Background: an optimization exercise with open tools, aiming at small area, a short achievable clock period and few clock cycles per item. Do not read the settings as production practice. RTL that was checked went through simulation tests only; none was proved equivalent to the original. No functional check of the RTL was part of run 1. The clock cells of runs 4 to 6 come from the design's own scripts or RTL, not from TritonCTS. The flow treats the clock pin as an ideal source. Dropping or thinning the clock tree relies on that and would not hold on a real chip. Power is estimated from default activity; no workload was simulated.

### flow/flow/abc.script
strash
dc2
&get -n
&dch -f
&nf -R 1000 -a
&put
### flow/design.v
module pola_codec (
    input  wire        clk,
    input  wire        rst,
    input  wire        dec_in_valid,
    output wire        dec_in_ready,
    input  wire [11:0] dec_code,
    output reg         dec_out_valid,
    output wire [31:0] dec_sample,
    input  wire        enc_in_valid,
    output wire        enc_in_ready,
    input  wire [31:0] enc_sample,
    output reg         enc_out_valid,
    output reg  [11:0] enc_code
);
    assign dec_in_ready = 1'b1;
    assign enc_in_ready = 1'b1;
    integer i;
    reg        dv_r, ev_r;
    reg [11:0] code_r;
    reg [31:0] samp_r;
    always @(posedge clk) begin
        if (rst) begin
            dv_r <= 1'b0;
            ev_r <= 1'b0;
        end else begin
            dv_r <= dec_in_valid;
            ev_r <= enc_in_valid;
        end
        code_r <= dec_code;
        samp_r <= enc_sample;
    end
    wire        c11 = code_r[11];
    wire [11:0] a   = {code_r[10:0] ^ {11{~c11}}, 1'b1};
    wire        inc = c11 | ~code_r[10];
    wire        s8 = ~|a[11:4];
    wire [11:0] a1 = s8 ? {a[3:0], 8'd0} : a;
    wire        s4 = ~|a1[11:8];
    wire [11:0] a2 = s4 ? {a1[7:0], 4'd0} : a1;
    wire        s2 = ~|a2[11:10];
    wire [11:0] a3 = s2 ? {a2[9:0], 2'd0} : a2;
    wire        s1 = ~a3[11];
    wire [11:0] an = s1 ? {a3[10:0], 1'b0} : a3;
    reg  [11:0] low;
    reg         cy, zb;
    always @(*) begin
        cy = 1'b0;
        zb = 1'b1;
        for (i = 0; i < 12; i = i + 1) begin
            low[i] = an[i] ^ (inc & (cy | zb & an[i]));
            cy     = an[i] & (cy | zb);
            zb     = zb & ~an[i];
        end
        cy = cy & inc;
    end
    wire        sp = inc & (&a);
    wire [3:0]  nl = ~{s8, s4, s2, s1};                     
    wire [3:0]  ex = {nl[3] ^ (~|nl[2:0]), nl[2] ^ (~|nl[1:0]),
                      nl[1] ^ ~nl[0], ~nl[0] | sp};
    wire [30:0] dec_mag = {4'b0111, ex,
                           an[10:1] & {10{~sp}}, (an[0] | cy) & ~sp, low};
    wire        sg = samp_r[31];
    wire [7:0]  e  = samp_r[30:23];
    wire [22:0] f  = samp_r[22:0];
    wire        big = e[7] | (&e[6:0]);                     
    wire        mid = ~e[7] & (&e[6:4]) & (|e[3:2] | (&e[1:0])) & ~(&e[3:0]);
    wire        nzn = (e[6:3] == 4'b1101) | (e[6:0] == 7'd103 - 7'd1) & (|f);
    wire [3:0]  j   = ~e[3:0];
    reg  [25:0] sh;
    reg         st;
    always @(*) begin
        sh = {1'b1, f, 2'b00};
        st = 1'b0;
        if (j[3]) begin st = st | (|sh[7:0]); sh = {8'd0, sh[25:8]}; end
        if (j[2]) begin st = st | (|sh[3:0]); sh = {4'd0, sh[25:4]}; end
        if (j[1]) begin st = st | (|sh[1:0]); sh = {2'd0, sh[25:2]}; end
        if (j[0]) begin st = st | sh[0];      sh = {1'd0, sh[25:1]}; end
    end
    wire [23:0] z    = sh[24:1];
    wire        g    = sh[0];
    wire [11:0] A    = z[12:1];
    wire [10:0] Bz   = z[23:13];
    wire        incp = z[0] & (g | st | z[1]);
    wire        q    = z[0] | (g & st);
    reg  [11:0] X;
    reg         c, gt;
    always @(*) begin
        c = incp & ~sg;
        for (i = 0; i < 12; i = i + 1) begin
            X[i] = A[i] ^ c;
            c    = c & A[i];
        end
        gt = sg ? q : 1'b1;
        for (i = 0; i < 12; i = i + 1)
            gt = (i < 11) ? ((X[i] & ~Bz[i]) | ((X[i] | ~Bz[i]) & gt))
                          : (X[i] | gt);
        gt = gt | c;
    end
    wire        d = ~gt;
    reg  [11:0] r;
    reg         b;
    always @(*) begin
        b = d;
        for (i = 0; i < 11; i = i + 1) begin
            r[i] = Bz[i] ^ b ^ sg;
            b    = b & ~Bz[i];
        end
        r[11] = ~b ^ sg;
    end
    wire [11:0] enc_c = big ? {12{~sg}} :
                        mid ? r :
                        {~(sg & nzn), {11{sg & nzn}}};
    reg  [30:0] dmag_r;
    reg         dsgn_r;
    always @(posedge clk) begin
        if (rst) begin
            dec_out_valid <= 1'b0;
            enc_out_valid <= 1'b0;
        end else begin
            dec_out_valid <= dv_r;
            enc_out_valid <= ev_r;
        end
        dsgn_r   <= ~c11;
        dmag_r   <= dec_mag;
        enc_code <= enc_c;
    end
    assign dec_sample = {dsgn_r, dmag_r};
endmodule
### flow/flow/run.sh
#!/bin/bash
# Own layout flow: the standard ORFS flow (standard.sh) with two changes:
#  - synthesis is the standard one except that abc maps with flow/abc.script
#    (area-oriented, no buffering/upsizing); register names and cells are
#    those of the standard synthesis;
#  - the port buffers that global placement inserts on every input and output
#    are sky130_fd_sc_hd__buf_1 cells.
# All tool output goes to flow_make.log here and to ORFS's own logs under orfs/logs.
set -euo pipefail
W=$(pwd)
export OWN_ABC_SCRIPT="$W/flow/abc.script"
export BUFFER_PORTS_ARGS="-buffer_cell sky130_fd_sc_hd__buf_1"
bash "$W/standard.sh" SYNTH_SCRIPT="$W/flow/synth.tcl" finish > "$W/flow_make.log" 2>&1
### flow/constraint.sdc
create_clock -name core_clock -period 60.0 [get_ports {clk}]
set_input_delay 12.0000 -clock core_clock [delete_from_list [all_inputs] [get_ports {clk}]]
set_output_delay 12.0000 -clock core_clock [all_outputs]
set_load 0.01 [all_outputs]
### flow/flow/synth.tcl
# Standard synthesis (synth_recipe.tcl) with one change: abc maps with the
# area-oriented script in flow/abc.script instead of ORFS's abc_area/abc_speed
# script (no buffering or upsizing against a 60 ps target).
proc synth {args} { yosys synth -nofsm -noshare {*}$args }
proc abc {args} {
  set i [lsearch -exact $args -script]
  if { $i >= 0 } { lset args [expr { $i + 1 }] $::env(OWN_ABC_SCRIPT) }
  yosys abc {*}$args
}
source $::env(SCRIPTS_DIR)/synth.tcl
# left out here: clear keep_hierarchy, flatten, clean up, hide names made inside functions, write 1_2_yosys.v
### flow/standard.sh
#!/bin/bash
# synth_recipe.tcl (not shown) runs the flow's synth.tcl, then flattens the netlist and writes it again
# the make line also repeats each setting of config.mk as NAME=value (left out here)
make -C /OpenROAD-flow-scripts/flow DESIGN_CONFIG=/design/flow/config.mk WORK_HOME=/design/flow/orfs CLKGATE_MAP_FILE= SYNTH_SCRIPT=/design/flow/synth_recipe.tcl "${@:-finish}"
### flow/config.mk
export PLATFORM = sky130hd
export DESIGN_NAME = pola_codec
export DESIGN_NICKNAME = pola_codec
export VERILOG_FILES = /design/flow/design.v
export SDC_FILE = /design/flow/constraint.sdc
export NUM_CORES = 4
export LEC_CHECK = 0
export CAP_MARGIN = 20
export CORE_MARGIN = 2
export CORE_UTILIZATION = 40
export SLEW_MARGIN = 20
==> reports/results.txt, run 1 <==
Grouping stages by cell kind, the critical path spends the most delay in flip-flops. Data on the critical path arrives at its endpoint at 860 ps. The routed design has 10,200 µm of wire. From bottom edge to top edge, the die measures 108 µm. The total buffers and inverters traversed by the critical path was 1. The run gives 0.409 as the fraction of the yosys area taken by sequential cells.

The worst setup timing slack at the placement stage was 47,530 ps. The flow ran to the end and the layout has no timing, DRC or antenna violations. The tools report the hold path startpoint as ev_r$_SDFF_PP0_. The post-synthesis compound-gate area fraction came out at 0.193. The filler cells instantiated in the layout total 1,049. The run gives 500 as the synthesized instance count. The most used flip-flop cell after synthesis is dfxtp_1. After synthesis, the largest family of logic cells by area is compound AO/OA/AOI/OAI gates. The initialized floorplan defines 37 standard-cell rows. The number of hold buffers added after cts came out at 0. Net load switching power: 0.0456 mW. Tracing the worst setup path back leads to its startpoint at dmag_r[24]$_DFF_P_. The routing layer with the top usage in global route was met2. The multiplexer area fraction after synthesis is 0.0772. The logs give 4 for the detailed-router iteration count before antenna repair and 3,627 for the number of global-route vias before repair.

The synthesized design contains 88 register bits. Share of flip-flops with an asynchronous set or reset: 0. Yosys mapped a number of flops with a built-in enable equal to 0. After layout, the worst setup slack is 47,140 ps.

Clock skew on the completed layout was measured at 10.2 ps. The die is 108 µm wide. The average wire length per cell after detail routing works out to 13.7 µm. The total clock buffers created by CTS came out at 9. The logs give 88 for the number of clock sinks seen by CTS and 149 for the violation count after the first detailed-route iteration. The portion of total power attributed to sequential cells is 0.461. VDD sags by at most 0.0174 mV. The total global routing track utilization was 0.178; the initial cell density of the core was 0.414. Global routing finished with a remaining overflow of 0.

The type of element launching the critical path was a flip-flop. The worst path needs 12,860 ps of the cycle, external delays included. The first global-routing pass estimated 16,300 µm of wire.

The HPWL reported at the end of detailed placement was 7730 µm. Yosys attributes the largest share of cell area to dfxtp_1 41%, ha_1 7.5%, o21ai_0 6.3%. Clock-pin slew was measured on the worst setup and hold paths at 90 ps. Once the clock tree was built, the resizer swapped 0 gates to a different size.

Buffers placed on the I/O ports in this run total 89. Setup repair after global routing left no endpoint under its margin. The tools report the number of warnings printed during yosys synthesis as 1.

The tools report the endpoint with the worst hold slack as enc_out_valid$_SDFF_PP0_. Biggest fanout along the worst timing path: 1. Setup violations remaining at the end of the flow were counted as 0. STA puts the critical path data required time at 48,000 ps.

The startpoint of the worst-slack reg-to-reg timing path was samp_r[26]$_DFF_P_. The delay of the slowest cell on the worst path is 340 ps, and the maximum buffer depth of the clock tree is 2. The number of antenna violations at the first check in global routing was 0. The detailed router placed 3,841 vias in this run.

The H-tree was split into 3 levels. The kind of path behind the tightest hold check was reg2reg. The final period utilization is 0.214. In this run the critical register-to-register path is captured at enc_code[10]$_DFF_P_. The final weighted congestion in routability-driven placement is 0.862.

The tools report the share of power burned in combinational logic as 0.235. In this run the register-to-register setup slack is 52,460 ps. Setup total negative slack on the finished layout was measured at 0 ps. The core outline area is 10,400 µm². The relative slew slack is 0.308, and the DRC violations left is 0.

dfxtp_1 takes more of the synthesized area than any other cell. The tools report the post-layout net count as 678. The mean area per synthesized cell is 8.62 µm². The fraction of met1 tracks used by global routing is 0.192. During I/O placement, the number of pins put on the boundary was 96. Path type of the worst setup path: reg2out. After synthesis the cells add up to 4310 µm².

TritonCTS built the clock tree. In the layout the commonest cells are 89 x buf_1, 88 x dfxtp_1, 63 x nand2_1. Met2 track demand over resource: 0.323. The depth of the worst hold-timing path was 1; the number of endpoints with negative hold slack in the final report was 0. The element type at the critical path end is an output port. Post-CTS timing repair inserted 0 buffers for setup. The repair_antennas step left the layout with diodes totalling 0. The run gives 0 as the number of maximum-capacitance constraint violations. Area fraction in and, or, nand and nor cells after synthesis: 0.169. The area share of the largest cell type after synthesis was 0.409. For the worst-skew pair, the clock arrives at the later sink with an insertion delay of 370 ps. The fraction of final layout cells with drive strength greater than 1 was 0.0362; the power density normalized to cell area was 29.2 nW/µm². Counting distinct cell types in the post-synthesis netlist gives 43. The remaining antenna violation count after routing is 0. Clock tree synthesis selected as its root buffer the cell clkbuf_8. The area growth from synthesis to layout is 17.0%. The slowest stage of the critical path is the dfxtp_1 cell.

Internal power comes to 0.102 mW. The library cell used most frequently in the layout, excluding fill and tap cells, is buf_1. Xor-xnor portion of the synthesized cell area: 0.0508. The area share of fa/ha/maj cells after synthesis was 0.0801. For the pin with the worst max-slew slack, the measured transition is 1020 ps.

For this design the static power due to leakage is 2.04 nW. The path depth of the worst reg2reg path was 37. The signal on the critical path passes through buf_1. The die area was 11,600 µm²; the switching part of the total power was 0.309. The vias per cell was 5.16.

The maximum number of pins on one net before global-route repair was 45; the number of max-slew violations in the final report was 0. The share of power burned in the clock network came out at 0.304. The met3 global-route usage came out at 0.0496.

For this run, the top clock speed supported by timing is 77.8 MHz.
==> cell usage after synthesis, types with 6 or more instances <==
library cell / n
nor2b_1: 10
o22ai_1: 8
a21oi_1: 51
mux2i_1: 22
clkinv_1: 9
nand3_1: 7
mux2_1: 10
dfxtp_1: 88
nor2_1: 55
nand2b_1: 6
o21a_1: 7
nor4_1: 7
xnor2_1: 21
buf_4: 7
ha_1: 26
nand2_1: 63
o21ai_0: 54
==> per-stage QoR <==
step | power [mW] | std cells | hold WS [ps] | instance area [µm²] | util
floorplan | 0.0932 | 504 | 414 | 4330 | -
global placement | 0.103 | 729 | 418 | 4830 | 0.464
detailed placement | 0.103 | 729 | 420 | 4830 | 0.464
CTS | 0.149 | 744 | 439 | 5040 | 0.484
global route | 0.156 | 744 | 457 | 5040 | 0.484
finish | 0.147 | 744 | 436 | 5040 | 0.484
==> layout make-up <==
cell class / count / area [µm²] / share of cell area
multi-input combinational: 400 / 2480 / 0.491
clock buffer: 9 / 124 / 0.0246
clock inverter: 6 / 91.3 / 0.0181
timing repair buffer: 96 / 387 / 0.0766
sequential: 88 / 1760 / 0.349
tap: 136 / 170 / 0.0337
inverter: 9 / 33.8 / 0.00670
==> worst max-delay path by stage <==
stage	to	slack, ps	depth (start not counted)
finish	dec_sample[24]	47140	1
floorplan	dec_sample[31]	47600	1
global route	dec_sample[16]	47090	1
global placement	dec_sample[24]	47540	1
CTS	dec_sample[24]	47110	1
detailed placement	dec_sample[24]	47530	1
==> layer usage <==
metal	share of wire	up-vias
met5	0	-
met2	0.51	101
met4	0.028	0
met3	0.053	22
met1	0.40	1729
li1	-	1989
==> power groups by stage <==
stage | clock [mW] | combinational (mW) | sequential, mW
6_report | 0.0449 | 0.0347 | 0.0679
5_1_grt | 0.0488 | 0.0388 | 0.0686
4_1_cts | 0.0466 | 0.0347 | 0.0681
3_5_place_dp | 0 | 0.0343 | 0.0692
3_3_place_gp | 0 | 0.0342 | 0.0690
2_1_floorplan | 0 | 0.0210 | 0.0722
==> state kept, by name, summed over array words and instances (netlist names) <==
name           flops
dmag_r            27
enc_out_valid      1
dsgn_r             1
ev_r               1
enc_code          12
code_r            12
dv_r               1
dec_out_valid      1
samp_r            32
==> cells by family (layout without fill, tap and decap cells) <==
| group | count (synthesis) | in the layout |
|---|---|---|
| and+or+nand+nor | 164 | 164 |
| AOI/OAI and AO/OA | 145 | 145 |
| DFF | 88 | 88 |
| muxes | 32 | 32 |
| adders and majority gates | 28 | 28 |
| xor gates and xnor gates | 25 | 25 |
| buffers and inverters | 16 | 120 |
| other | 2 | 6 |
==> run 2, diff against run 1 <==
--- a/flow/design.v
+++ b/flow/design.v
@@ -65,3 +65,4 @@
     wire        mid = ~e[7] & (&e[6:4]) & (|e[3:2] | (&e[1:0])) & ~(&e[3:0]);
-    wire        nzn = (e[6:3] == 4'b1101) | (e[6:0] == 7'd103 - 7'd1) & (|f);
+    wire        nzn = (&e[6:4]) | (e[6:3] == 4'b1101) | (e[6:0] == 7'd103) |
+                      ((e[6:0] == 7'd102) & (|f));
     wire [3:0]  j   = ~e[3:0];
==> reports/results.txt, run 2 <==
Final weighted congestion in routability-driven placement: 0.917 (+6.4%). Data required time of the critical path: 48,000 ps (about the same). The tools report the number of antenna diodes as 0 (unchanged). Number of hold buffers added after cts: 0 (unchanged).

The cell accounting for the most synthesized area was dfxtp_1. The remaining antenna violation count after routing is 0 (unchanged), and the number of synthesized flops with an enable pin is 0 (unchanged). The biggest fanout along the worst timing path works out to 1 (unchanged). The run finished with no timing, DRC or antenna violations. The die area is 11,700 µm² (+0.90%).

The mean area per synthesized cell is 8.45 µm² (-2.0%), and the synthesized instance count is 515 (+3.0%). For the number of distinct library cells after synthesis, the log shows 43 (unchanged). Walking the worst path, the cells encountered are buf_1. Number of antenna violations at the first check in global routing: 0 (unchanged). The logs give 2 (unchanged) for the maximum buffer depth of the clock tree and 10,700 µm² (+3.2%) for the core outline area. The register cell area after layout is 1760 µm² (unchanged).

The delay of the slowest cell on the worst path was 330 ps (about the same). The maximum number of pins on one net before global-route repair was 48 (+6.7%). The number of port buffers works out to 89 (unchanged).

Most instantiated flip-flop cell in the synthesis netlist: dfxtp_1. The tools report the highest clock frequency the design can meet as 77.9 MHz (+0.18%).

For the number of fill cells, the log shows 1,136 (+8.3%). Number of warnings printed during yosys synthesis: 1 (unchanged). The final period utilization came out at 0.214 (-0.000385). The tools report the number of global-route vias before repair as 3,796 (+4.7%).

Data arrival time of the critical path: 840 ps (-20 ps). The fraction of the yosys area taken by sequential cells came out at 0.405 (-0.00376). The slowest cell on the critical path was dfxtp_1. The share of power burned in combinational logic is 0.247 (+0.012). The total overflow reported by the global router came out at 0 (unchanged). The detailed-router iteration count before antenna repair is 4 (unchanged), and the area share of the largest cell type after synthesis is 0.405 (-0.00376).

The tools report the share of power burned in the clock network as 0.274 (-0.030). Setup repair after global routing left no endpoint under its margin. For the HPWL reported at the end of detailed placement, the log shows 7890 µm (+2.0%). Element type at the critical path end: an output port. The chip height was 108 µm (+0.45%); the highest ir drop seen on vdd was 0.0150 mV (-14%).

The run gives 360 ps (about the same) as the clock latency at the later pin of the worst-skew pair. Commonest non-fill, non-tap cell in the layout: buf_1. The tools report the number of clock sinks seen by CTS as 88 (unchanged). The kind of path behind the tightest hold check is reg2reg. The overall die width came out at 108 µm (+0.45%).

Total setup buffers inserted after CTS: 0 (unchanged). The tools report the global-route wire length before repair as 16,900 µm (+4.1%). Vias per cell: 5.12 (-0.79%).

The root buffer cell was clkbuf_8. The type of element launching the critical path was a flip-flop. The share of flip-flops with an asynchronous set or reset is 0 (unchanged), and the number of flip-flops under the largest register name is 32 (unchanged). The routed wire length is 10,200 µm (+0.15%). More flip-flops sit in one register than any other, and that register is samp_r. The fraction of final layout cells with drive strength greater than 1 was 0.0369 (+0.000675); the number of synthesized register bits was 88 (unchanged). The tools report the level count of the clock H-tree as 3 (unchanged). Net load switching power: 0.0453 mW (-0.59%). Path type of the worst setup path: reg2out. Worst-margin pin slew: 1070 ps (+49.4 ps). The number of placed instances, taps included came out at 748 (+2.6%). The total buffers and inverters traversed by the critical path came out at 1 (unchanged).

The run gives 5070 µm² (+0.45%) as the area of all placed cells without fillers. The top cell family by delay on the critical path is flip-flops. The tools report the worst clock skew as 13.8 ps (+3.68 ps). In the synthesized netlist, the cells that appear most often are 88 x dfxtp_1, 71 x nor2_1, 70 x nand2_1. The final setup violation count was 0 (unchanged); the relative slew slack was 0.275 (-0.0333). TritonCTS built the clock tree.

The total clock buffers created by CTS was 9 (unchanged). The tools report the area after detailed placement as 4870 µm² (+0.93%). The post-cts resize count was 0 (unchanged); the number of max-slew violations in the final report was 0 (unchanged). The number of endpoints with negative hold slack in the final report is 0 (unchanged), and the netlist area before placement is 4350 µm² (+0.93%). The number of cells in the finished layout apart from fillers is 764 (+2.7%). For the post-layout net count, the log shows 693 (+2.2%). The power density normalized to cell area is 27.8 nW/µm² (-4.8%).

Count of standard-cell rows: 38 (+2.7%). The portion of total power attributed to sequential cells was 0.479 (+0.018); the average wire length per cell after detail routing was 13.3 µm (-2.5%). The DRC violations left was 0 (unchanged); the clock transition at the register clock pins on the worst setup and hold paths after CTS was 90 ps (about the same). The run gives 0 (unchanged) as the number of maximum-capacitance constraint violations. From synthesis to final layout, the design area changed by 16.5%. Total global routing track utilization: 0.183 (+0.00534). In the layout the commonest cells are 89 x buf_1, 88 x dfxtp_1, 71 x nor2_1.

The final critical path time including I/O delays and setup was 12,840 ps (-23.1 ps); the initial cell density of the core was 0.405 (-0.00895). For the total leakage power, the log shows 2.08 nW (+2.3%). The tools report the setup total negative slack as 0 ps (unchanged).

The area of the multi-input gates is 2520 µm² (+1.6%). By area the synthesized netlist is led by dfxtp_1 40%, ha_1 7.5%, nor2_1 6.1%. The routed via count is 3,913 (+1.9%). By instance count, the leading cell after synthesis is dfxtp_1.

The worst hold slack after final layout came out at 441 ps (+4.99 ps). The number of placed I/O pins was 96 (unchanged); the internal power of the cells was 0.0958 mW (-6.0%). The switching part of the total power is 0.321 (+0.0122).

The run gives 154 (+3.4%) as the violation count after the first detailed-route iteration.
-- run 2: area by class of cell --
| cell class | instances | share of cell area |
|---|---|---|
| multi-input combinational | 415 | 0.497 |
| sequential | 88 | 0.348 |
| timing repair buffer | 96 | 0.0763 |
| tap | 140 | 0.0346 |
| clock buffer | 11 | 0.0299 |
| clock inverter | 5 | 0.00815 |
| inverter | 9 | 0.00667 |
-- run 2: routing by layer --
metal / vias up / GRT usage / part of all wire
li1: 2024 / - / -
met3: 19 / 0.0368 / 0.044
met2: 92 / 0.339 / 0.52
met4: 0 / 0.0778 / 0.023
met5: - / 0 / 0
met1: 1778 / 0.202 / 0.41
-- run 2: final timing paths --
path | endpoint | startpoint | slack [ps] | depth (start not counted)
setup / recovery | dec_sample[24] | dmag_r[24]$_DFF_P_ | 47160 | 1
hold / removal | dec_out_valid$_SDFF_PP0_ | dv_r$_SDFF_PP0_ | 440 | 1
setup reg to reg | enc_code[10]$_DFF_P_ | samp_r[26]$_DFF_P_ | 52760 | 37
hold reg to reg | dec_out_valid$_SDFF_PP0_ | dv_r$_SDFF_PP0_ | 440 | 1
-- run 2: stage by stage --
step                total power [mW]   util  setup slack (ps)
floorplan                     0.0932      -             47600
global placement               0.103  0.454             47540
detailed placement             0.104  0.454             47540
CTS                            0.143  0.472             47120
global route                   0.151  0.472             47100
finish                         0.141  0.472             47160
-- run 2: kinds of logic after synthesis --
family	after synthesis	synth area share
flops	88	0.405
simple gates	194	0.196
fa+ha+maj	28	0.0794
compound gates	131	0.174
other cells	2	0.00173
mux	31	0.0742
xor+xnor	25	0.0503
buf+inv	16	0.0198
-- run 2: power groups by stage --
stage               Clock (mW)  Combinational (mW)  Sequential (mW)
floorplan                    0              0.0209           0.0723
global placement             0              0.0345           0.0688
detailed placement           0              0.0349           0.0689
CTS                     0.0403              0.0351           0.0676
global route            0.0431              0.0398           0.0683
finish                  0.0386              0.0349           0.0676
Testbench counts of run 2, summed over its fixed seeds: cycles 16,016, items 32,000.
==> run 3, diff against run 2 <==
--- a/flow/design.v
+++ b/flow/design.v
@@ -34,10 +34,15 @@
     wire        inc = c11 | ~code_r[10];
-    wire        s8 = ~|a[11:4];
-    wire [11:0] a1 = s8 ? {a[3:0], 8'd0} : a;
-    wire        s4 = ~|a1[11:8];
-    wire [11:0] a2 = s4 ? {a1[7:0], 4'd0} : a1;
-    wire        s2 = ~|a2[11:10];
-    wire [11:0] a3 = s2 ? {a2[9:0], 2'd0} : a2;
-    wire        s1 = ~a3[11];
-    wire [11:0] an = s1 ? {a3[10:0], 1'b0} : a3;
+    wire        n2 = |a[11:8];
+    wire        n1 = |a[7:4];
+    wire        c0 = n2;                 
+    wire        c1 = ~n2 & n1;           
+    wire        c2 = ~n2 & ~n1;          
+    wire [11:0] a1 = ({12{c0}} & a) | ({12{c1}} & {a[7:0], 4'd0}) |
+                     ({12{c2}} & {a[3:0], 8'd0});
+    wire        f0 = a1[11];
+    wire        f1 = ~a1[11] & a1[10];
+    wire        f2 = ~a1[11] & ~a1[10] & a1[9];
+    wire        f3 = ~a1[11] & ~a1[10] & ~a1[9];
+    wire [11:0] an = ({12{f0}} & a1) | ({12{f1}} & {a1[10:0], 1'b0}) |
+                     ({12{f2}} & {a1[9:0], 2'd0}) | ({12{f3}} & {a1[8:0], 3'd0});
     reg  [11:0] low;
@@ -55,5 +60,4 @@
     wire        sp = inc & (&a);
-    wire [3:0]  nl = ~{s8, s4, s2, s1};                     
-    wire [3:0]  ex = {nl[3] ^ (~|nl[2:0]), nl[2] ^ (~|nl[1:0]),
-                      nl[1] ^ ~nl[0], ~nl[0] | sp};
+    wire [3:0]  ex = {c0 | c1 & ~f3, ~f3 & (c0 | c2) | f3 & c1,
+                      f0 | f3, f1 | f3 | sp};
     wire [30:0] dec_mag = {4'b0111, ex,
@@ -67,12 +71,20 @@
                       ((e[6:0] == 7'd102) & (|f));
-    wire [3:0]  j   = ~e[3:0];
-    reg  [25:0] sh;
+    wire [3:0]  k   = 4'd14 - e[3:0];
+    wire        k0  = ~k[3] & ~k[2];
+    wire        k4  = k[2];
+    wire        k8  = k[3];
+    wire        q0  = ~k[1] & ~k[0];
+    wire        q1  = ~k[1] & k[0];
+    wire        q2  = k[1] & ~k[0];
+    wire        q3  = k[1] & k[0];
+    wire [24:0] m0  = {1'b1, f, 1'b0};
+    wire [24:0] m1  = ({25{k0}} & m0) | ({25{k4}} & {4'd0, m0[24:4]}) |
+                      ({25{k8}} & {8'd0, m0[24:8]});
+    wire [24:0] sh  = ({25{q0}} & m1) | ({25{q1}} & {1'd0, m1[24:1]}) |
+                      ({25{q2}} & {2'd0, m1[24:2]}) | ({25{q3}} & {3'd0, m1[24:3]});
     reg         st;
     always @(*) begin
-        sh = {1'b1, f, 2'b00};
         st = 1'b0;
-        if (j[3]) begin st = st | (|sh[7:0]); sh = {8'd0, sh[25:8]}; end
-        if (j[2]) begin st = st | (|sh[3:0]); sh = {4'd0, sh[25:4]}; end
-        if (j[1]) begin st = st | (|sh[1:0]); sh = {2'd0, sh[25:2]}; end
-        if (j[0]) begin st = st | sh[0];      sh = {1'd0, sh[25:1]}; end
+        for (i = 0; i < 10; i = i + 1)
+            if (i + 2 <= k) st = st | f[i];
     end
==> flow/flow/run.sh (replaced) <==
#!/bin/bash
# Own layout flow: the standard ORFS flow (standard.sh) with these changes:
#  - synthesis is the standard one except that abc maps with flow/abc.script
#    (area-oriented, no buffering/upsizing); register names and cells are
#    those of the standard synthesis;
#  - extract_fa is skipped (no half/full adder cells fixed before abc);
#  - the port buffers that global placement inserts on every input and output
#    are sky130_fd_sc_hd__buf_1 cells;
#  - clock tree synthesis inserts no dummy loads.
# All tool output goes to flow_make.log here and to ORFS's own logs under orfs/logs.
set -euo pipefail
W=$(pwd)
export OWN_ABC_SCRIPT="$W/flow/abc.script"
export BUFFER_PORTS_ARGS="-buffer_cell sky130_fd_sc_hd__buf_1"
export CTS_ARGS="-sink_clustering_enable -repair_clock_nets -dont_use_dummy_load -buf_list sky130_fd_sc_hd__clkbuf_8"
bash "$W/standard.sh" SYNTH_SCRIPT="$W/flow/synth.tcl" finish > "$W/flow_make.log" 2>&1
--- a/flow/flow/synth.tcl
+++ b/flow/flow/synth.tcl
@@ -1,5 +1,7 @@
-# Standard synthesis (synth_recipe.tcl) with one change: abc maps with the
+# Standard synthesis (synth_recipe.tcl) with two changes: abc maps with the
 # area-oriented script in flow/abc.script instead of ORFS's abc_area/abc_speed
-# script (no buffering or upsizing against a 60 ps target).
+# script (no buffering or upsizing against a 60 ps target), and extract_fa is
+# skipped, so that abc maps the adder-like logic together with the rest.
 proc synth {args} { yosys synth -nofsm -noshare {*}$args }
+proc extract_fa {args} { puts "extract_fa skipped" }
 proc abc {args} {
==> reports/results.txt, run 3 <==
The element type at the critical path end is an output port. For the number of fill cells, the log shows 992 (-13%). The logs give 1.64 nW (-21%) for the total leakage power and 4610 µm² (-5.4%) for the area after detailed placement. The vias per cell came out at 5.52 (+7.7%).

The worst hold path belongs to the class reg2reg. Setup repair after global routing left no endpoint under its margin. Number of hold buffers added after cts: 0 (unchanged). More flip-flops sit in one register than any other, and that register is samp_r.

The number of port buffers is 89 (unchanged). Netlist area before placement: 4100 µm² (-5.7%). Traced cell by cell, the critical path runs through buf_1.

The total buffers and inverters traversed by the critical path came out at 1 (unchanged). The chip height is 105 µm (-2.8%), and the relative slew slack is 0.319 (+0.0439). The final period utilization works out to 0.214 (about the same). The top layer used by detailed routing was met4.

The delay of the slowest cell on the worst path was 330 ps (about the same); the worst-margin pin slew was 1010 ps (-61.8 ps). The run gives 43 (unchanged) as the number of distinct library cells after synthesis. The number of synthesized register bits was 88 (unchanged); the DRC violations left was 0 (unchanged).

The tools report the total clock buffers created by CTS as 9 (unchanged). The tools report the core utilization of the finished layout as 0.480 (+0.00862). The run gives 0 (unchanged) as the number of max-slew violations in the final report.

The number of maximum-capacitance constraint violations is 0 (unchanged). The path type of the worst setup path was reg2out. The number of antenna diodes came out at 0 (unchanged).

For the maximum number of pins on one net before global-route repair, the log shows 26 (-46%). Clock tree synthesis selected as its root buffer the cell clkbuf_8. Cell accounting for the most synthesized area: dfxtp_1. The total global routing track utilization came out at 0.191 (+0.00839).

On the critical path, the stage with the largest delay is an instance of dfxtp_1. The post-layout net count is 638 (-7.9%), and the count of standard-cell rows is 36 (-5.3%). For the initial cell density of the core, the log shows 0.416 (+0.0109).

The length of routed wiring on met1 was 5040 µm (+20%). The hold path startpoint is dv_r$_SDFF_PP0_. The fraction of the yosys area taken by sequential cells came out at 0.430 (+0.0246). The share of flip-flops with an asynchronous set or reset was 0 (unchanged); the highest ir drop seen on vdd was 0.0161 mV (+7.4%). The logs give 0 (unchanged) for the total overflow reported by the global router and 4250 µm (-20%) for the total length of routed met2 wires. Clock latency at the later pin of the worst-skew pair: 360 ps (about the same). The commonest non-fill, non-tap cell in the layout is buf_1. TritonCTS built the clock tree. In the layout the commonest cells are 89 x buf_1, 88 x dfxtp_1, 71 x nor2_1. The run gives 6 (+2) as the detailed-router iteration count before antenna repair.

By area the synthesized netlist is led by dfxtp_1 43%, o22ai_1 7.6%, nor2_1 6.5%. The clock transition at the register clock pins on the worst setup and hold paths after CTS works out to 80 ps (about the same). Broken down by cell family, the worst path's largest delay share belongs to flip-flops. The startpoint of the worst-slack reg-to-reg timing path was samp_r[23]$_DFF_P_. For the highest clock frequency the design can meet, the log shows 77.9 MHz (about the same). The number of placed I/O pins is 96 (unchanged), and the final critical path time including I/O delays and setup is 12,840 ps (-0.100 ps).

The run gives 0 (unchanged) as the number of endpoints with negative hold slack in the final report. The global-route wire length before repair was 16,900 µm (about the same); the power density normalized to cell area was 28.4 nW/µm² (+2.0%). The most instantiated flip-flop cell in the synthesis netlist was dfxtp_1. The core outline area is 9860 µm² (-8.2%). The average wire length per cell after detail routing is 14.4 µm (+7.7%). The logs give 3,415 (-10%) for the number of global-route vias before repair and 3,978 (+1.7%) for the routed via count.

The start point of the critical path is dmag_r[20]$_DFF_P_. The mean area per synthesized cell was 8.44 µm² (about the same); the overall die width was 105 µm (-2.8%). For the data required time of the critical path, the log shows 48,000 ps (about the same).

The post-cts resize count was 0 (unchanged). The area growth from synthesis to layout is 15.5%. For the worst clock skew, the log shows 16.6 ps (+2.76 ps).

Number of warnings printed during yosys synthesis: 1 (unchanged). The final setup violation count was 0 (unchanged). The die area is 11,100 µm² (-5.5%), and the number of flip-flops under the largest register name is 32 (unchanged). The sum of met3 wire segment lengths after detailed routing was 923 µm (+110%). The area share of the largest cell type after synthesis is 0.430 (+0.0246), and the HPWL reported at the end of detailed placement is 7700 µm (-2.4%). The biggest fanout along the worst timing path came out at 1 (unchanged).

The routed wire length came out at 10,400 µm (+1.7%). The setup total negative slack is 0 ps (unchanged). Synthesized instance count: 486 (-5.6%). dfxtp_1 is the most common cell in the netlist. The violation count after the first detailed-route iteration came out at 446 (+190%). The run gives 840 ps (about the same) as the data arrival time of the critical path. The number of synthesized flops with an enable pin is 0 (unchanged). The final weighted congestion in routability-driven placement is 0.924 (+0.69%), and the number of antenna violations at the first check in global routing is 0 (unchanged).

The level count of the clock H-tree came out at 3 (unchanged). The tools report the maximum buffer depth of the clock tree as 2 (unchanged). The logs give 0 (unchanged) for the total setup buffers inserted after CTS and 4740 µm² (-6.5%) for the area of all placed cells without fillers.

The flow ran to the end and the layout has no timing, DRC or antenna violations. The type of element launching the critical path is a flip-flop. The commonest cells after synthesis are 88 x dfxtp_1, 71 x nor2_1, 50 x o22ai_1. The fraction of final layout cells with drive strength greater than 1 was 0.0255 (-0.0113). The remaining antenna violation count after routing was 0 (unchanged). The tools report the number of clock sinks seen by CTS as 88 (unchanged).
[run 3: cells by family after synthesis]
logic type	Yosys count	synth area share
AOI/OAI and AO/OA	169	0.274
xor gates and xnor gates	36	0.0769
adders and majority gates	1	0.00244
buffers and inverters	16	0.0210
DFF	88	0.430
other	2	0.00183
and+or+nand+nor	174	0.194
[run 3: final cells by class]
class | instances | area (µm²) | area share
Clock buffer | 9 | 124 | 0.0261
Inverter | 9 | 33.8 | 0.00713
Multi-Input combinational cell | 387 | 2270 | 0.480
Sequential cell | 88 | 1760 | 0.372
Tap cell | 133 | 166 | 0.0351
Timing Repair Buffer | 95 | 379 | 0.0800
[run 3: metrics by stage]
step	hold WS [ps]	total power, mW	setup slack (ps)	cells
after floorplan	414	0.0939	47600	491
after global routing	463	0.143	47110	721
after detailed placement	443	0.104	47550	712
after CTS	457	0.135	47140	721
final	450	0.135	47160	721
after global placement	418	0.104	47550	712
[run 3: path summary, 6_finish.rpt]
| kind | slack [ps] | cells past startpoint | endpoint |
|---|---|---|---|
| hold reg to reg | 450 | 1 | dec_out_valid$_SDFF_PP0_ |
| setup reg to reg | 53300 | 32 | enc_code[9]$_DFF_P_ |
| setup / recovery | 47160 | 1 | dec_sample[20] |
| hold / removal | 450 | 1 | dec_out_valid$_SDFF_PP0_ |
[run 3: where the power goes]
group          switching [mW]  internal (mW)
registers             0.00320         0.0647
logic                  0.0219         0.0132
clock network          0.0181         0.0134
[run 3: per-layer routing]
layer	global-route usage	up-vias
met2	0.265	192
met3	0.0519	11
li1	-	2013
met4	0.0638	0
met1	0.283	1762
met5	0	-
Testbench counts of run 3, summed over its fixed seeds: cycles 16,016, items 32,000.
==> run 4, diff against run 3 <==
--- a/flow/flow/run.sh
+++ b/flow/flow/run.sh
@@ -8,3 +8,5 @@
 #    are sky130_fd_sc_hd__buf_1 cells;
-#  - clock tree synthesis inserts no dummy loads.
+#  - after clock tree synthesis, flow/cts_flat.tcl replaces the tree with a
+#    one-level tree (the clock port drives 4 clkbuf_16 buffers, each driving a quarter
+#    of the flip-flops).
 # All tool output goes to flow_make.log here and to ORFS's own logs under orfs/logs.
@@ -15,2 +17,3 @@
 export CTS_ARGS="-sink_clustering_enable -repair_clock_nets -dont_use_dummy_load -buf_list sky130_fd_sc_hd__clkbuf_8"
+export POST_CTS_TCL="$W/flow/cts_flat.tcl"
 bash "$W/standard.sh" SYNTH_SCRIPT="$W/flow/synth.tcl" finish > "$W/flow_make.log" 2>&1
==> flow/flow/cts_flat.tcl (new file) <==
# POST_CTS hook: replace the clock tree that clock_tree_synthesis built with a
# one-level tree: the clock port drives NBUF buffers, each driving the clock
# pins of one group of flip-flops (grouped by position, about equal sizes).
set nbuf   [expr { [info exists ::env(FLAT_CTS_NBUF)] ? $::env(FLAT_CTS_NBUF) : 4 }]
set bufm   [expr { [info exists ::env(FLAT_CTS_BUF)] ? $::env(FLAT_CTS_BUF) : "sky130_fd_sc_hd__clkbuf_16" }]
set db     [ord::get_db]
set block  [ord::get_db_block]
set master [$db findMaster $bufm]
set clk    [$block findNet clk]

# clock sinks (flip-flop clock pins) and the cells of the old tree
set sinks {}
set old_insts {}
set old_nets {}
foreach inst [$block getInsts] {
  set mname [[$inst getMaster] getName]
  if { [string match "sky130_fd_sc_hd__df*" $mname] } {
    foreach it [$inst getITerms] {
      if { [[$it getMTerm] getSigType] == "CLOCK" || [[$it getMTerm] getName] == "CLK" } {
        lappend sinks $it
      }
    }
  }
}
foreach inst [$block getInsts] {
  set n [$inst getName]
  if { [string match "clkbuf_*" $n] || [string match "clkload*" $n] } {
    lappend old_insts $inst
    foreach it [$inst getITerms] {
      set net [$it getNet]
      if { $net != "NULL" && [$net getName] != "clk" && [lsearch -exact $old_nets $net] < 0 } {
        lappend old_nets $net
      }
    }
  }
}
puts "flat cts: [llength $sinks] sinks, removing [llength $old_insts] cells and [llength $old_nets] nets"

# group the sinks: sort by x into nbuf columns... split into groups of equal size
# along the longer side of their bounding box, recursively (nbuf a power of two)
proc sink_xy { it } {
  set inst [$it getInst]
  set loc [$inst getLocation]
  return $loc
}
proc split_groups { sinks n } {
  if { $n <= 1 } { return [list $sinks] }
  set xs {}; set ys {}
  foreach s $sinks { set l [sink_xy $s]; lappend xs [lindex $l 0]; lappend ys [lindex $l 1] }
  set dx [expr { [tcl::mathfunc::max {*}$xs] - [tcl::mathfunc::min {*}$xs] }]
  set dy [expr { [tcl::mathfunc::max {*}$ys] - [tcl::mathfunc::min {*}$ys] }]
  set idx [expr { $dx >= $dy ? 0 : 1 }]
  set keyed {}
  foreach s $sinks { lappend keyed [list [lindex [sink_xy $s] $idx] $s] }
  set sorted [lsort -integer -index 0 $keyed]
  set half [expr { [llength $sorted] / 2 }]
  set a {}; set b {}
  set i 0
  foreach k $sorted { if { $i < $half } { lappend a [lindex $k 1] } else { lappend b [lindex $k 1] }; incr i }
  set h [expr { $n / 2 }]
  return [concat [split_groups $a $h] [split_groups $b $h]]
}
set groups [split_groups $sinks $nbuf]

foreach s $sinks { $s disconnect }
foreach inst $old_insts { odb::dbInst_destroy $inst }
foreach net $old_nets { odb::dbNet_destroy $net }

set gi 0
foreach g $groups {
  set sx 0; set sy 0
  foreach s $g { set l [sink_xy $s]; set sx [expr { $sx + [lindex $l 0] }]; set sy [expr { $sy + [lindex $l 1] }] }
  set cx [expr { $sx / [llength $g] }]
  set cy [expr { $sy / [llength $g] }]
  # snap to the row that holds the centroid, with that row's orientation
  set inst [odb::dbInst_create $block $master "clkbuf_flat_$gi"]
  set orient R0
  foreach row [$block getRows] {
    set rb [$row getBBox]
    if { $cy >= [$rb yMin] && $cy < [$rb yMax] } {
      set cy [$rb yMin]
      set orient [$row getOrient]
      set site [[$row getSite] getWidth]
      set cx [expr { [$rb xMin] + (($cx - [$rb xMin]) / $site) * $site }]
      break
    }
  }
  $inst setOrient $orient
  $inst setLocation $cx $cy
  $inst setPlacementStatus PLACED
  set net [odb::dbNet_create $block "clknet_flat_$gi"]
  $net setSigType CLOCK
  [$inst findITerm A] connect $clk
  [$inst findITerm X] connect $net
  foreach s $g { $s connect $net }
  puts "flat cts: buffer $gi at ($cx, $cy) drives [llength $g] sinks"
  incr gi
}
detailed_placement
check_placement -verbose
estimate_parasitics -placement
report_clock_skew
==> reports/results.txt, run 4 <==
Total buffers and inverters traversed by the critical path: 1 (unchanged). The fraction of the yosys area taken by sequential cells is 0.430 (unchanged), and the number of max-slew violations in the final report is 0 (unchanged). The tools report the routed via count as 3,934 (-1.1%). Clock transition at the register clock pins on the worst setup and hold paths after CTS: 80 ps (about the same).

For the number of maximum-capacitance constraint violations, the log shows 0 (unchanged). The run gives 11,100 µm² (unchanged) as the die area. For the synthesized instance count, the log shows 486 (unchanged). The run gives 0 (unchanged) as the remaining antenna violation count after routing.

The element type at the critical path end was an output port. The worst-margin pin slew was 1040 ps (+25.3 ps). Compared with the post-synthesis result, the final layout area differs by 14.9%. The chip height works out to 105 µm (unchanged). The tools report the number of distinct library cells after synthesis as 43 (unchanged). The logs give 2270 µm² (unchanged) for the area of the multi-input gates and 0.302 (-0.0170) for the relative slew slack.

The flow ran to the end and the layout has no timing, DRC or antenna violations. By instance count, the leading cell after synthesis is dfxtp_1. Vias per cell: 5.49 (-0.42%). The power consumption was 0.128 mW (-4.5%). In the layout the commonest cells are 89 x buf_1, 88 x dfxtp_1, 71 x nor2_1.

Total overflow reported by the global router: 0 (unchanged). For this design, the slowest cell found on the critical path is dfxtp_1. The run gives 1 (unchanged) as the number of warnings printed during yosys synthesis. The number of port buffers was 89 (unchanged).

The worst clock skew is 9.91 ps (-6.69 ps), and the register cell area after layout is 1760 µm² (unchanged). The cell accounting for the most synthesized area is dfxtp_1. The final weighted congestion in routability-driven placement was 0.924 (unchanged). In the synthesized netlist, the cells that appear most often are 88 x dfxtp_1, 71 x nor2_1, 50 x o22ai_1.

The biggest fanout along the worst timing path was 1 (unchanged). For the clock latency at the later pin of the worst-skew pair, the log shows 150 ps (-210 ps). More flip-flops sit in one register than any other, and that register is samp_r.

Post-layout net count: 633 (-0.78%). The type of element launching the critical path was a flip-flop. Setup repair after global routing left no endpoint under its margin.

The tools report the number of fill cells as 991 (-0.10%). Count of standard-cell rows: 36 (unchanged). For the data arrival time of the critical path, the log shows 620 ps (-220 ps). Routed wire length: 10,200 µm (-1.7%). The tools report the initial cell density of the core as 0.416 (unchanged). Ranked by total cell area, the synthesized netlist is headed by dfxtp_1 43%, o22ai_1 7.6%, nor2_1 6.5%. The number of endpoints with negative hold slack in the final report was 0 (unchanged); the total global routing track utilization was 0.185 (-0.00654). The run gives 3,387 (-0.82%) as the number of global-route vias before repair.

The netlist area before placement was 4100 µm² (unchanged); the share of flip-flops with an asynchronous set or reset was 0 (unchanged). The global-route wire length before repair came out at 16,700 µm (-1.2%). Broken down by cell family, the worst path's largest delay share belongs to flip-flops. The highest ir drop seen on vdd is 0.0266 mV (+65%), and the number of placed I/O pins is 96 (unchanged).

The mean area per synthesized cell is 8.44 µm² (unchanged), and the number of synthesized register bits is 88 (unchanged). For the DRC violations left, the log shows 0 (unchanged). The commonest non-fill, non-tap cell in the layout was buf_1. The number of flip-flops under the largest register name was 32 (unchanged). The most instantiated flip-flop cell in the synthesis netlist is dfxtp_1.

The final setup violation count came out at 0 (unchanged). The area share of the largest cell type after synthesis was 0.430 (unchanged). The delay of the slowest cell on the worst path was 330 ps (about the same); the number of antenna violations at the first check in global routing was 0 (unchanged). The tools report the detailed-router iteration count before antenna repair as 7 (+1). The final period utilization was 0.210 (-0.00355); the highest clock frequency the design can meet was 79.2 MHz (+1.7%). The fraction of final layout cells with drive strength greater than 1 works out to 0.0172 (-0.00836).

The core outline area is 9860 µm² (unchanged), and the power density normalized to cell area is 27.3 nW/µm² (-4.0%). The data required time of the critical path was 48,000 ps (about the same); the setup total negative slack was 0 ps (unchanged). The maximum number of pins on one net before global-route repair was 26 (unchanged). The number of synthesized flops with an enable pin is 0 (unchanged). Traced cell by cell, the critical path runs through buf_1.

The HPWL reported at the end of detailed placement came out at 7700 µm (unchanged). In this run the worst hold path is classified as reg2reg.

For the number of antenna diodes, the log shows 0 (unchanged). The setup path with the least slack is of type reg2out. The violation count after the first detailed-route iteration was 392 (-12%); the number of clock sinks seen by CTS was 88 (unchanged). Final critical path time including I/O delays and setup: 12,620 ps (-213 ps).

The overall die width works out to 105 µm (unchanged). Average wire length per cell after detail routing: 14.2 µm (-1.0%). The total leakage power was 1.63 nW (-0.94%).
-- run 4: changes by cell type in the layout (fill, tap and decap cells not counted), sizes merged --
cell	before	now
clkbuf	9	4
-- run 4: area by class of cell --
cell class / instances / share of cell area
buffer: 4 / 0.0212
inverter: 9 / 0.00717
multi-input combinational: 387 / 0.482
sequential: 88 / 0.374
tap: 133 / 0.0353
timing repair buffer: 95 / 0.0804
-- run 4: final timing paths --
path                                          from                  endpoint  slack, ps  cells past startpoint
worst min register to register     dv_r$_SDFF_PP0_  dec_out_valid$_SDFF_PP0_        450                      1
worst max-delay path            dmag_r[20]$_DFF_P_            dec_sample[20]      47380                      1
worst min-delay path               dv_r$_SDFF_PP0_  dec_out_valid$_SDFF_PP0_        450                      1
worst max register to register  samp_r[23]$_DFF_P_       enc_code[9]$_DFF_P_      53280                     32
-- run 4: through the flow --
| stage | cell area, µm² | instances | setup slack (ps) | hold WS, ps | util |
|---|---|---|---|---|---|
| after global routing | 4710 | 716 | 47330 | 461 | 0.478 |
| after detailed placement | 4610 | 712 | 47550 | 443 | 0.468 |
| after global placement | 4610 | 712 | 47550 | 418 | 0.468 |
| after floorplan | 4120 | 491 | 47600 | 414 | - |
| final | 4710 | 716 | 47380 | 449 | 0.478 |
-- run 4: per-layer routing --
layer,track usage,part of all wire,up-vias
met5,0,0,-
li1,-,-,2003
met1,0.277,0.48,1755
met2,0.271,0.42,168
met3,0.0309,0.085,8
met4,0.0524,0.013,0
-- run 4: cell families after synthesis --
family | share of synthesized area
AND/OR/NAND/NOR | 0.194
buffers and inverters | 0.0210
adder cells (fa/ha/maj) | 0.00244
other | 0.00183
flip-flops | 0.430
XOR/XNOR | 0.0769
AO/OA/AOI/OAI | 0.274
-- run 4: where the power goes --
part / switching (mW) / internal (mW)
combinational: 0.0218 / 0.0132
sequential: 0.00319 / 0.0647
clock: 0.0134 / 0.0121
==> run 5, diff against run 4 <==
--- a/flow/design.v
+++ b/flow/design.v
@@ -63,3 +63,3 @@
     wire [30:0] dec_mag = {4'b0111, ex,
-                           an[10:1] & {10{~sp}}, (an[0] | cy) & ~sp, low};
+                           an[10:1] & {10{~sp}}, (an[0] | cy) & ~sp, low[11:1], 1'b0};
     wire        sg = samp_r[31];
@@ -72,5 +72,5 @@
     wire [3:0]  k   = 4'd14 - e[3:0];
-    wire        k0  = ~k[3] & ~k[2];
-    wire        k4  = k[2];
-    wire        k8  = k[3];
+    wire        k0  = mid & ~k[3] & ~k[2];    
+    wire        k4  = mid & k[2];
+    wire        k8  = mid & k[3];
     wire        q0  = ~k[1] & ~k[0];
@@ -90,3 +90,3 @@
     end
-    wire [23:0] z    = sh[24:1];
+    wire [23:0] z    = {sh[24:2], sh[1] | ~mid & nzn};
     wire        g    = sh[0];
@@ -121,5 +121,3 @@
     end
-    wire [11:0] enc_c = big ? {12{~sg}} :
-                        mid ? r :
-                        {~(sg & nzn), {11{sg & nzn}}};
+    wire [11:0] enc_c = big ? {12{~sg}} : r;
     reg  [30:0] dmag_r;
--- a/flow/flow/run.sh
+++ b/flow/flow/run.sh
@@ -11,2 +11,4 @@
 #    of the flip-flops).
+#  - synthesis buffers pass-through and constant outputs with buf_1 instead
+#    of buf_4 (MIN_BUF_CELL_AND_PORTS).
 # All tool output goes to flow_make.log here and to ORFS's own logs under orfs/logs.
@@ -18,2 +20,3 @@
 export POST_CTS_TCL="$W/flow/cts_flat.tcl"
-bash "$W/standard.sh" SYNTH_SCRIPT="$W/flow/synth.tcl" finish > "$W/flow_make.log" 2>&1
+bash "$W/standard.sh" SYNTH_SCRIPT="$W/flow/synth.tcl" \
+  MIN_BUF_CELL_AND_PORTS="sky130_fd_sc_hd__buf_1 A X" finish > "$W/flow_make.log" 2>&1
--- a/flow/config.mk
+++ b/flow/config.mk
@@ -10,2 +10,3 @@
 export CORE_UTILIZATION = 40
+export GPL_TIMING_DRIVEN = 0
 export SLEW_MARGIN = 20
==> reports/results.txt, run 5 <==
The run finished with no timing, DRC or antenna violations. The fraction of final layout cells with drive strength greater than 1 is 0.0168 (-0.000374), and the number of placed I/O pins is 96 (unchanged). By area the synthesized netlist is led by dfxtp_1 43%, nor2_1 7.5%, o22ai_1 5.6%.

The violation count after the first detailed-route iteration is 416 (+6.1%), and the count of standard-cell rows is 36 (unchanged). Number of maximum-capacitance constraint violations: 0 (unchanged). Slowest cell on the critical path: dfxtp_1. Chip height: 105 µm (-0.69%). The startpoint of the worst-slack reg-to-reg timing path is samp_r[24]$_DFF_P_. Total global routing track utilization: 0.184 (-0.000381). The tools report the total overflow reported by the global router as 0 (unchanged). The library cells used most frequently in the layout, excluding fill and tap cells, are 96 x buf_1, 87 x dfxtp_1, 80 x nor2_1. The data required time of the critical path is 48,000 ps (about the same), and the number of cells on the critical path is 2 (+1).

The top cell family by delay on the critical path was flip-flops. The final period utilization is 0.212 (+0.00113), and the path depth of the worst reg2reg path is 36 (+13%). The number of flip-flops under the largest register name was 32 (unchanged); the global-route wire length before repair was 16,700 µm (about the same). The remaining antenna violation count after routing was 0 (unchanged); the number of antenna diodes was 0 (unchanged). The area share of the largest cell type after synthesis was 0.431 (+0.00130); the overall die width was 105 µm (-0.69%). The most numerous cell in the Yosys netlist was dfxtp_1. The netlist area before placement came out at 4040 µm² (-1.4%). For the clock latency at the later pin of the worst-skew pair, the log shows 150 ps (about the same). The routed via count was 4,053 (+3.0%); the mean area per synthesized cell was 8.12 µm² (-3.8%). The commonest cells after synthesis are 87 x dfxtp_1, 81 x nor2_1, 49 x nand2_1.

The library cell used most frequently in the layout, excluding fill and tap cells, is buf_1. Cell accounting for the most synthesized area: dfxtp_1. The total buffers and inverters traversed by the critical path was 2 (+1). For the power consumption, the log shows 0.123 mW (-4.4%). The number of global-route vias before repair was 3,478 (+2.7%). Counting flops per register, the top entry is samp_r. The most numerous cell type found on the critical path is buf_1.

Vias per cell: 5.56 (+1.2%). The critical path starts at dsgn_r$_DFF_P_. The detailed-router iteration count before antenna repair came out at 8 (+1).

The number of synthesized flops with an enable pin is 0 (unchanged), and the routed wire length is 10,300 µm (+0.77%). The DRC violations left was 0 (unchanged). Final weighted congestion in routability-driven placement: 0.880 (-4.8%). The path type of the worst setup path was reg2out. The worst setup path is launched from a flip-flop. The logs give 0 (unchanged) for the number of antenna violations at the first check in global routing and 0.283 (+0.0129) for the met2 track demand over resource. The power density normalized to cell area was 26.2 nW/µm² (-3.9%); the share of flip-flops with an asynchronous set or reset was 0 (unchanged). From synthesis to final layout, the design area changed by 16.0%. The fraction of the yosys area taken by sequential cells was 0.431 (+0.00130).

Relative slew slack: 0.347 (+0.0451). The tools report the initial cell density of the core as 0.414 (-0.00218). The number of port buffers is 88 (-1.1%), and the highest clock frequency the design can meet is 78.8 MHz (-0.53%). After global routing, the most crowded layer is met2. Post-layout net count: 646 (+2.1%). The biggest fanout along the worst timing path came out at 1 (unchanged). The worst setup path is captured at an output port. The number of warnings printed during yosys synthesis is 1 (unchanged), and the register cell area after layout is 1740 µm² (-1.1%). The highest ir drop seen on vdd was 0.0213 mV (-20%); the worst clock skew was 12.2 ps (+2.31 ps). The maximum number of pins on one net before global-route repair is 23 (-12%). Setup repair after global routing left no endpoint under its margin.

The tools report the number of endpoints with negative hold slack in the final report as 0 (unchanged). The worst-margin pin slew is 980 ps (-56.6 ps). The setup total negative slack was 0 ps (unchanged); the average wire length per cell after detail routing was 14.1 µm (-1.0%). The worst hold path begins at dv_r$_SDFF_PP0_. The HPWL reported at the end of detailed placement was 7690 µm (-0.16%); the number of fill cells was 1,008 (+1.7%).

The signal on the critical path passes through buf_1 -> buf_1. The tools report the total leakage power as 1.63 nW (+0.41%). The clock transition at the register clock pins on the worst setup and hold paths after CTS was 80 ps (about the same). The number of max-slew violations in the final report is 0 (unchanged), and the number of distinct library cells after synthesis is 40 (-7.0%). The final critical path time including I/O delays and setup was 12,690 ps (+67.9 ps); the data arrival time of the critical path was 690 ps (+70 ps). The number of clock sinks seen by CTS was 87 (-1.1%). The number of synthesized register bits is 87 (-1.1%), and the met3 global-route usage is 0.0405 (+0.00963). Area of the multi-input gates: 2290 µm² (+0.66%). Die area: 10,900 µm² (-1.4%). The most used flip-flop cell after synthesis is dfxtp_1. The core outline area came out at 9770 µm² (-0.91%).

Kind of path behind the tightest hold check: reg2reg. The depth of the worst hold-timing path is 1 (unchanged). The tools report the final setup violation count as 0 (unchanged). The synthesized instance count was 498 (+2.5%).

Fraction of met1 tracks used by global routing: 0.267 (-0.0100). The delay of the slowest cell on the worst path came out at 320 ps (about the same).
run 5: routing by layer:
| layer | vias up | share of wire |
|---|---|---|
| li1 | 2017 | - |
| met3 | 4 | 0.091 |
| met4 | 0 | 0.0064 |
| met2 | 212 | 0.43 |
| met5 | - | 0 |
| met1 | 1820 | 0.47 |
run 5: power by group:
| part | switching (mW) | internal (mW) |
|---|---|---|
| Sequential | 0.00344 | 0.0649 |
| Combinational | 0.0180 | 0.0108 |
| Clock | 0.0136 | 0.0121 |
| Total | 0.0350 | 0.0879 |
run 5: area by class of cell:
cell class | instances | share of cell area
Multi-Input combinational cell | 401 | 0.488
Sequential cell | 87 | 0.371
Timing Repair Buffer | 89 | 0.0720
Tap cell | 133 | 0.0355
Buffer | 12 | 0.0277
Inverter | 7 | 0.00560
run 5: cell families (layout without fill, tap and decap cells):
kind of cell	count (synthesis)	count (layout)	synth area share
and+or+nand+nor	210	210	0.237
buffers and inverters	15	108	0.0139
AOI/OAI and AO/OA	152	152	0.247
other	2	7	0.00186
xor gates and xnor gates	32	32	0.0693
DFF	87	87	0.431
run 5: through the flow:
| stage | cell area (µm²) | std cells | util | hold WS [ps] | worst slack, ps |
|---|---|---|---|---|---|
| after floorplan | 4060 | 503 | - | 414 | 47590 |
| after global placement | 4560 | 724 | 0.466 | 431 | 47490 |
| after detailed placement | 4590 | 725 | 0.469 | 431 | 47500 |
| after global routing | 4690 | 729 | 0.480 | 469 | 47250 |
| final | 4690 | 729 | 0.480 | 443 | 47310 |
run 5: path summary, 6_finish.rpt:
path | to | slack (ps)
worst max register to register | enc_code[10]$_DFF_P_ | 52180
worst min-delay path | dec_out_valid$_SDFF_PP0_ | 440
worst min register to register | dec_out_valid$_SDFF_PP0_ | 440
worst max-delay path | dec_sample[31] | 47310
Testbench counts of run 5, summed over its fixed seeds: cycles 16,016, items 32,000.
==> run 6, diff against run 5 <==
--- a/flow/design.v
+++ b/flow/design.v
@@ -7,3 +7,3 @@
     output reg         dec_out_valid,
-    output wire [31:0] dec_sample,
+    output reg  [31:0] dec_sample,
     input  wire        enc_in_valid,
@@ -122,4 +122,2 @@
     wire [11:0] enc_c = big ? {12{~sg}} : r;
-    reg  [30:0] dmag_r;
-    reg         dsgn_r;
     always @(posedge clk) begin
@@ -132,7 +130,5 @@
         end
-        dsgn_r   <= ~c11;
-        dmag_r   <= dec_mag;
-        enc_code <= enc_c;
+        dec_sample <= {~c11, dec_mag};
+        enc_code   <= enc_c;
     end
-    assign dec_sample = {dsgn_r, dmag_r};
 endmodule
==> flow/flow/abc.script (replaced) <==
strash
dc2
&get -n
&deepsyn -T 60 -S 1
&put
&get -n
&dch -f
&nf -R 1000 -a
&put
--- a/flow/flow/cts_flat.tcl
+++ b/flow/flow/cts_flat.tcl
@@ -39,3 +39,3 @@
 # group the sinks: sort by x into nbuf columns... split into groups of equal size
-# along the longer side of their bounding box, recursively (nbuf a power of two)
+# along the longer side of their bounding box, recursively
 proc sink_xy { it } {
@@ -55,8 +55,9 @@
   set sorted [lsort -integer -index 0 $keyed]
-  set half [expr { [llength $sorted] / 2 }]
+  set na [expr { $n / 2 }]
+  set nb [expr { $n - $na }]
+  set cut [expr { ([llength $sorted] * $na) / $n }]
   set a {}; set b {}
   set i 0
-  foreach k $sorted { if { $i < $half } { lappend a [lindex $k 1] } else { lappend b [lindex $k 1] }; incr i }
-  set h [expr { $n / 2 }]
-  return [concat [split_groups $a $h] [split_groups $b $h]]
+  foreach k $sorted { if { $i < $cut } { lappend a [lindex $k 1] } else { lappend b [lindex $k 1] }; incr i }
+  return [concat [split_groups $a $na] [split_groups $b $nb]]
 }
==> reports/results.txt, run 6 <==
The logs give 0.435 (+0.00390) for the fraction of the yosys area taken by sequential cells and 0.0363 (-0.00421) for the met3 global-route usage. The run gives 0.317 (+0.0333) as the met2 track demand over resource. The tools report the number of maximum-capacitance constraint violations as 0 (unchanged).

The final weighted congestion in routability-driven placement is 0.888 (+0.92%), and the biggest fanout along the worst timing path is 1 (unchanged). For the HPWL reported at the end of detailed placement, the log shows 8140 µm (+5.9%). The total global routing track utilization came out at 0.200 (+0.0154). The area of all placed cells without fillers was 4620 µm² (-1.4%). For the DRC violations left, the log shows 0 (unchanged). The netlist area before placement is 4010 µm² (-0.90%), and the area share of the largest cell type after synthesis is 0.435 (+0.00390). The run gives 9 (+1) as the detailed-router iteration count before antenna repair.

The top cell family by delay on the critical path is flip-flops. The final setup violation count came out at 0 (unchanged). The tools report the setup total negative slack as 0 ps (unchanged). The fraction of final layout cells with drive strength greater than 1 works out to 0.00883 (-0.00794). The minimum setup slack among reg-to-reg paths is 51,870 ps (-310 ps). The chip height came out at 104 µm (-0.43%). Number of synthesized flops with an enable pin: 0 (unchanged). The register with the most flip-flops was samp_r. The run gives 3,864 (-4.7%) as the routed via count. The highest ir drop seen on vdd is 0.0176 mV (-17%). Traced cell by cell, the critical path runs through buf_1.

Routing layer with the top usage in global route: met2. In the layout the commonest cells are 95 x buf_1, 87 x dfxtp_1, 51 x nor2_1. The power density normalized to cell area was 26.3 nW/µm² (+0.28%); the worst hold slack after final layout was 447 ps (+3.68 ps).

The run gives 699 (-4.1%) as the number of cells in the finished layout apart from fillers. The commonest cells after synthesis are 87 x dfxtp_1, 52 x nor2_1, 45 x nand2_1. The clock transition at the register clock pins on the worst setup and hold paths after CTS was 80 ps (about the same). The path type of the worst setup path is reg2out.

The clock latency at the later pin of the worst-skew pair came out at 160 ps (about the same). The average wire length per cell after detail routing came out at 15.5 µm (+10%). The number of warnings printed during yosys synthesis is 1 (unchanged), and the routed wire length is 10,800 µm (+5.7%). The number of synthesized register bits was 87 (unchanged); the fraction of met1 tracks used by global routing was 0.276 (+0.00899). The post-layout net count is 616 (-4.6%). The overall die width is 104 µm (-0.43%), and the number of placed I/O pins is 96 (unchanged).

Yosys attributes the largest share of cell area to dfxtp_1 43%, nor2_1 4.9%, nand2_1 4.2%. The most numerous cell in the Yosys netlist is dfxtp_1. The kind of path behind the tightest hold check was reg2reg.

The share of flip-flops with an asynchronous set or reset was 0 (unchanged). The core outline area is 9730 µm² (-0.46%), and the final period utilization is 0.211 (-0.000858). The slowest stage of the critical path is the dfxtp_1 cell. The synthesized instance count is 469 (-5.8%), and the remaining antenna violation count after routing is 0 (unchanged).

The data arrival time of the critical path is 640 ps (-50 ps), and the final critical path time including I/O delays and setup is 12,640 ps (-51.5 ps). The number of flip-flops under the largest register name is 32 (unchanged). The number of antenna violations at the first check in global routing came out at 0 (unchanged).

Total leakage power: 1.67 nW (+1.9%). The relative slew slack was 0.332 (-0.0146). Setup repair after global routing left no endpoint under its margin.

Cell accounting for the most synthesized area: dfxtp_1. The worst setup path is captured at an output port. The flow ran to the end and the layout has no timing, DRC or antenna violations. The total overflow reported by the global router is 0 (unchanged). The mean area per synthesized cell was 8.54 µm² (+5.2%). For this run, the leading register cell type out of synthesis is dfxtp_1. The area after detailed placement was 4520 µm² (-1.4%); the total buffers and inverters traversed by the critical path was 1 (-1). The tools report the die area as 10,800 µm² (-0.86%). The logs give 0 (unchanged) for the number of max-slew violations in the final report and 79.1 MHz (+0.41%) for the highest clock frequency the design can meet. The count of standard-cell rows is 36 (unchanged), and the maximum number of pins on one net before global-route repair is 27 (+17%). The type of element launching the critical path was a flip-flop.

The worst clock skew came out at 15.8 ps (+3.60 ps). The tools report the number of antenna diodes as 0 (unchanged).

The worst-margin pin slew was 998 ps (+18.2 ps); the violation count after the first detailed-route iteration was 275 (-34%). The number of port buffers came out at 88 (unchanged). The delay of the slowest cell on the worst path came out at 330 ps (about the same). Compared with the post-synthesis result, the final layout area differs by 15.4%.

The number of placed instances, taps included came out at 695 (-4.1%). The global-route wire length before repair is 17,900 µm (+7.1%). The tools report the number of global-route vias before repair as 3,720 (+7.0%).

Vias per cell: 5.53 (-0.57%). The library cell used most frequently in the layout, excluding fill and tap cells, is buf_1. The data required time of the critical path is 48,000 ps (about the same).

The tools report the number of clock sinks seen by CTS as 87 (unchanged). The initial cell density of the core came out at 0.412 (-0.00181). For the number of endpoints with negative hold slack in the final report, the log shows 0 (unchanged). The number of distinct library cells after synthesis is 46 (+15%).
run 6: cell count changes in the layout (fill, tap and decap cells not counted), sizes merged, moves of 5 or more:
cell    before  now
a222oi      11    5
clkinv       7   13
or2          2    7
o22ai       36   20
nor2        81   52
a21boi       1    8
xor2         7   12
mux2i        0   11
xnor2       25   19
nor2b       19   13
o21ai       25   19
run 6: kinds of logic (layout without fill, tap and decap cells):
family	count (synthesis)	after routing	synth area share
other cells	2	7	0.00187
simple gates	171	171	0.199
fa+ha+maj	1	1	0.00250
buf+inv	20	112	0.0187
flops	87	87	0.435
mux	13	13	0.0331
compound gates	144	144	0.242
xor+xnor	31	31	0.0678
run 6: where the power goes:
| group | switching (mW) | internal [mW] | leakage, nW | total, mW |
|---|---|---|---|---|
| clock network | 0.0140 | 0.0121 | 0.0493 | 0.0262 |
| logic | 0.0165 | 0.0106 | 0.884 | 0.0271 |
| registers | 0.00371 | 0.0645 | 0.732 | 0.0682 |
| total | 0.0343 | 0.0872 | 1.67 | 0.121 |
run 6: cell type report:
class                      instances  area, µm²
inverter                          13       48.8
timing repair buffer              88        330
buffer                            11        126
fill                            1033       5100
multi-input combinational        367       2210
sequential                        87       1740
tap                              133        166
run 6: final timing paths:
kind / from / to / cells past startpoint
setup / recovery: dec_sample[24]$_DFF_P_ / dec_sample[24] / 1
hold / removal: dv_r$_SDFF_PP0_ / dec_out_valid$_SDFF_PP0_ / 1
setup reg to reg: samp_r[23]$_DFF_P_ / enc_code[10]$_DFF_P_ / 30
hold reg to reg: dv_r$_SDFF_PP0_ / dec_out_valid$_SDFF_PP0_ / 1
run 6: stage by stage:
| stage | utilization | power, mW | worst slack (ps) |
|---|---|---|---|
| after detailed placement | 0.465 | 0.0965 | 47540 |
| final | 0.475 | 0.121 | 47360 |
| after global placement | 0.465 | 0.0963 | 47540 |
| after global routing | 0.475 | 0.129 | 47320 |
| after floorplan | - | 0.0873 | 47670 |
run 6: layer usage:
layer,up-vias,share of wire
li1,1909,-
met5,-,0
met3,13,0.075
met1,1752,0.46
met2,190,0.45
met4,0,0.014
Testbench counts of run 6, summed over its fixed seeds: cycles 16,016, items 32,000.

==> static timing again, ports no longer ideal <==
How much do the figures lean on ideal ports? The routed layouts below were timed once more, with nothing changed but the port constraints.
Step 1: set_driving_cell puts a clkbuf_16 on clk and a buf_2 on each other input, an assumption about the parent block.
Step 2 also shifts input and output timing later by t, the mid clock arrival at the registers, as if the neighbouring blocks saw the same clock.
Three values: no drivers, after step 1, after step 2; two values: the first two.
run | t (ns) | setup slack, ns | hold slack, ns | latest minus earliest clock arrival (ns) | worst data-port slew with drivers (ns)
run 1 | 0.396 | 47.141 / 47.107 / 47.503 | 0.436 / 0.436 / 0.436 | 0.011 / 0.011 | 0.06
run 2 | 0.386 | 47.164 / 47.133 / 47.519 | 0.441 / 0.441 / 0.441 | 0.014 / 0.013 | 0.04
run 3 | 0.381 | 47.164 / 47.132 / 47.513 | 0.450 / 0.450 / 0.450 | 0.017 / 0.016 | 0.04
run 4 | 0.227 | 47.377 / 47.296 / 47.522 | 0.449 / 0.449 / 0.449 | 0.011 / 0.011 | 0.04
run 5 | 0.231 | 47.309 / 47.227 / 47.458 | 0.443 / 0.443 / 0.443 | 0.015 / 0.014 | 0.03
run 6 | 0.228 | 47.361 / 47.281 / 47.509 | 0.447 / 0.447 / 0.447 | 0.018 / 0.018 | 0.05
After both steps every run listed still meets setup and hold.
